This is an optimization exercise on Yosys and OpenROAD, whose aim is small area, a short achievable clock period and few clock cycles, not a production implementation. Only simulation tests tie the RTL to the original design; equivalence was not proved. Power is estimated from default activity; no workload was simulated.

Design prf_telemetry_mux, start of the top module:
module prf_telemetry_mux (
    input  wire         clk,
    input  wire         rst,
    input  wire [7:0]   tick,           
    input  wire         load_valid,     
    input  wire [2:0]   load_kind,
    input  wire [31:0]  load_value,
    input  wire         req_valid,
    output reg          req_ready,
    input  wire [7:0]   req_mask,
    input  wire [143:0] req_payload,    
    output reg          out_valid,
    input  wire         out_ready,
    output reg  [31:0]  out_data,
    output reg  [2:0]   out_nbytes,
    output reg          out_last
);
    function [3:0] f_size(input [2:0] k);
        case (k)
            3'd0: f_size = 4'd12;  3'd1: f_size = 4'd11;
            3'd2: f_size = 4'd14;  3'd3: f_size = 4'd13;
            3'd4: f_size = 4'd11;  3'd5: f_size = 4'd10;
            3'd6: f_size = 4'd10;  default: f_size = 4'd9;
        endcase
    endfunction
    function [7:0] f_kbit(input [2:0] k);
        case (k)
            3'd0: f_kbit = 8'd6;  3'd1: f_kbit = 8'd2;
            3'd2: f_kbit = 8'd5;  3'd3: f_kbit = 8'd1;
            3'd4: f_kbit = 8'd7;  3'd5: f_kbit = 8'd3;
            3'd6: f_kbit = 8'd4;  default: f_kbit = 8'd0;
        endcase
    endfunction
    function [1:0] f_nwl(input [2:0] k);    
        case (k)
            3'd2:    f_nwl = 2'd2;
            3'd7:    f_nwl = 2'd0;
            default: f_nwl = 2'd1;
        endcase
    endfunction
    function [31:0] f_init(input [2:0] k);
        case (k)
            3'd0: f_init = 32'hF9FFFFFF;  3'd1: f_init = 32'h9BF3A90F;
            3'd2: f_init = 32'h09B93D59;  3'd3: f_init = 32'h4AC9A203;
            3'd4: f_init = 32'h9BF6A90F;  3'd5: f_init = 32'h09B93B59;
            3'd6: f_init = 32'h09B93C59;  default: f_init = 32'h4E08BFB4;
        endcase
    endfunction
    function [2:0] f_first(input [7:0] m);
        casez (m)
            8'b???????1: f_first = 3'd0;
            8'b??????10: f_first = 3'd1;
            8'b?????100: f_first = 3'd2;
            8'b????1000: f_first = 3'd3;
            8'b???10000: f_first = 3'd4;
            8'b??100000: f_first = 3'd5;
            8'b?1000000: f_first = 3'd6;
            default:     f_first = 3'd7;
        endcase
    endfunction
    function [7:0] f_above(input [2:0] k);    
        f_above = 8'hFE << k;
    endfunction
  ...
export LEC_CHECK = 0
export CAP_MARGIN = 20
export CORE_MARGIN = 2
export CORE_UTILIZATION = 40
export CTS_CLUSTER_DIAMETER = 100
export CTS_CLUSTER_SIZE = 20
export SETUP_SLACK_MARGIN = 5
export SLEW_MARGIN = 20
export SYNTH_HIERARCHICAL = 1
export SYNTH_MINIMUM_KEEP_SIZE = 0
create_clock -name core_clock -period 10.0 [get_ports {clk}]
standard.sh (not shown) runs the stock make flow with config.mk's settings and CLKGATE_MAP_FILE= SYNTH_SCRIPT=/design/flow/synth_recipe.tcl, a recipe that flattens the netlist after the stock synthesis.
==> flow/flow/run.sh <==
#!/bin/bash
set -euo pipefail
bash standard.sh SETUP_SLACK_MARGIN=6.5 \
    "BUFFER_PORTS_ARGS=-buffer_cell sky130_fd_sc_hd__buf_2" finish > standard.log 2>&1
Testbench counts at the start, summed over its fixed seeds: cycles 31,956.
Next try:
--- a/flow/design.v
+++ b/flow/design.v
@@ -621,18 +621,20 @@
     reg [2:0]  ek;
     reg [1:0]  ew;
     reg [31:0] crc_s;
     reg        h_val;         
     reg [31:0] crc_h;
     reg        pv;            
     reg [15:0] esel;          
     reg [7:0]  sp1;           
     reg [7:0]  gk1;           
+    reg [7:0]  ew0e;          
+    reg        ew0n;          
     reg        gq_any;        
     reg        gq_fin;        
     localparam E00 = 0,  E01 = 1,  E10 = 2,  E11 = 3,  E20 = 4,  E21 = 5,
                E22 = 6,  E30 = 7,  E31 = 8,  E40 = 9,  E41 = 10, E50 = 11,
                E51 = 12, E60 = 13, E61 = 14, E70 = 15;
     function [15:0] f_esel(input act, input [2:0] k, input [1:0] w);
         begin
             f_esel = 16'd0;
             if (act)
@@ -665,26 +667,24 @@
         | ({32{esel[E51]}} & {scnt[175:168], scnt[183:176], scnt[191:184], spay[135:128]})
         | ({32{esel[E60]}} & {24'h000000, scnt[199:192]})
         | ({32{esel[E61]}} & {scnt[207:200], scnt[215:208], scnt[223:216], spay[143:136]})
         | ({32{esel[E70]}} & {scnt[231:224], scnt[239:232], scnt[247:240], scnt[255:248]})
         | ({32{sp1[1]}} & {16'h0000, cnt[1][7:0], cnt[1][15:8]})
         | ({32{sp1[2]}} & {24'h000000, cnt[2][7:0]})
         | ({32{sp1[4]}} & {16'h0000, cnt[4][7:0], cnt[4][15:8]})
         | ({32{sp1[5]}} & {24'h000000, cnt[5][7:0]})
         | ({32{sp1[6]}} & {24'h000000, cnt[6][7:0]});
-    wire [7:0]  e_w0 = {esel[E70], esel[E60] | sp1[6], esel[E50] | sp1[5],
-                        esel[E40] | sp1[4], esel[E30], esel[E20] | sp1[2],
-                        esel[E10] | sp1[1], esel[E00]};
-    wire [31:0] e_base = ({32{e_w0[0]}} & f_init(3'd0)) | ({32{e_w0[1]}} & f_init(3'd1))
-                       | ({32{e_w0[2]}} & f_init(3'd2)) | ({32{e_w0[3]}} & f_init(3'd3))
-                       | ({32{e_w0[4]}} & f_init(3'd4)) | ({32{e_w0[5]}} & f_init(3'd5))
-                       | ({32{e_w0[6]}} & f_init(3'd6)) | ({32{e_w0[7]}} & f_init(3'd7))
-                       | ({32{!(|e_w0)}} & crc_s);
+    wire [7:0]  ew0q = ew0e | sp1;
+    wire [31:0] e_base = ({32{ew0q[0]}} & f_init(3'd0)) | ({32{ew0q[1]}} & f_init(3'd1))
+                       | ({32{ew0q[2]}} & f_init(3'd2)) | ({32{ew0q[3]}} & f_init(3'd3))
+                       | ({32{ew0q[4]}} & f_init(3'd4)) | ({32{ew0q[5]}} & f_init(3'd5))
+                       | ({32{ew0q[6]}} & f_init(3'd6)) | ({32{ew0q[7]}} & f_init(3'd7))
+                       | ({32{ew0n}} & crc_s);
     wire [31:0] crc_next;
     prf_crc_word u_crc (.crc_in(e_base), .data(e_word), .crc_out(crc_next));
     wire        e_wlast = (ew == f_nwl(ek));
     wire [7:0]  e_rest  = smask & f_above(ek);
     wire [3:0]  g_size  = f_size(gk);
     wire [3:0]  g_szm1  = g_size - 4'd1;
     wire [7:0]  g_rest  = smask & f_above(gk);
     wire        g_more  = |g_rest;
     wire [2:0]  nk      = f_first(g_rest);
@@ -803,36 +803,50 @@
         else if (g_hold)
             rdy_n = gadv && (smask == 8'd0);
         else if (!g_act)
             rdy_n = 1'b1;
         else if (gadv)
             rdy_n = g_last || (g_last1 && !e_busy);
         else
             rdy_n = g_last && !e_busy;
     end
+    function [15:0] f_es0(input [2:0] k);      
+        f_es0 = f_esel(1'b1, k, 2'd0);
+    endfunction
+    wire [15:0] es_take  = (rmask == 8'd0) ? 16'd0 : f_esel(1'b1, r_first, {1'b0, spec});
+    wire [15:0] es_done  = (|e_rest) ? f_es0(f_first(e_rest)) : 16'd0;
+    wire [15:0] es_shift = {esel[14:0] & 15'b010_1010_1011_0101, 1'b0};
+    wire [15:0] esel_n   = rst ? 16'd0 : take ? es_take : e_done ? es_done :
+                           e_step ? es_shift : esel;
+    wire [7:0]  ew0e_n   = {esel_n[E70], esel_n[E60], esel_n[E50], esel_n[E40],
+                            esel_n[E30], esel_n[E20], esel_n[E10], esel_n[E00]};
+    wire        ew0n_n   = !rst && (take ? spec : e_done ? 1'b0 : e_step ? 1'b1 : ew0n);
+    wire [7:0]  sp1_n  = (rdy_n && req_valid && !take && !rst) ?
+                         ((8'd1 << r_first) & 8'b0111_0110) : 8'd0;
     always @(posedge clk) begin
         if (req_ready) begin
             for (k = 0; k < 8; k = k + 1)
                 scnt[32*k +: 32] <= cnt[k];
             spay <= req_payload;
         end
         smask <= smask_n;
         gk    <= gk_n;
         gp    <= gp_n;
         g_tail <= g_tail_n;
         ek    <= ek_n;
         ew    <= ew_n;
         if (e_step || (take && spec))
             crc_s <= crc_next;
         pv <= req_valid && !take && !rst;
-        esel <= rst ? 16'd0 : f_esel(e_act_n, ek_n, ew_n);
-        sp1  <= (rdy_n && req_valid && !take && !rst) ?
-                ((8'd1 << r_first) & 8'b0111_0110) : 8'd0;
+        esel <= esel_n;
+        sp1  <= sp1_n;
+        ew0e <= ew0e_n;
+        ew0n <= ew0n_n;
         gk1  <= 8'd1 << gk_n;
         if (gadv)
             {gq_any, gq_fin} <= g_last ? 2'b00 : g_inrec ? {g_anyB, g_finB} : {2{g_c3}};
         else if (take && !g_act)
             {gq_any, gq_fin} <= 2'b00;
         if (e_done)
             crc_h <= crc_next;
         if (advance) begin
             out_data   <= g_data;
What happened: The new run completed with no timing, DRC or antenna violations. Clock-buffer cell count went down by 6. Wire length went up slightly. Clock skew went up by 6.3 ps. Worst setup slack gets worse by 25 ps. Final area went down slightly. Hold slack gets worse by 16 ps. Final cell count stays flat. Power went down by well over a third. Clock power went down slightly. Global-route usage went up by 0.70 points. Via count went up slightly. First-iteration DRC count stays flat. Flip-flop and latch count went up by 1.
Testbench counts after the change, summed over its fixed seeds: cycles 31,956.

[what the ideal ports hide]
The results above use ideal ports. As a check the final layouts listed here were re-extracted and re-timed, cells and wires unchanged. Step 1: set_driving_cell puts a clkbuf_16 on clk and a buf_2 on each other input, an assumption about the parent block. Step 2 moves the port delays by t, midway between the first and last clock arrival at a register: inputs arrive t later, outputs are due t later. That takes back most of the time a late clock gives input paths. Slacks: ideal / step 1 / step 2; pairs: ideal / step 1.
run	t, ns	setup WS [ns]	worst setup path after step 2	latest minus earliest clock arrival (ns)	cell pins on the clock port's net
the first run	0.752	6.406 / 6.406 / 5.692	input to register	0.045 / 0.044	1
the second run	0.764	6.380 / 6.380 / 5.839	input to register	0.042 / 0.042	1
After both steps setup and hold are still met in every run listed. The setup slack of the first run, which loses most, moves by 0.000 ns with the drivers and by -0.714 ns with both steps.
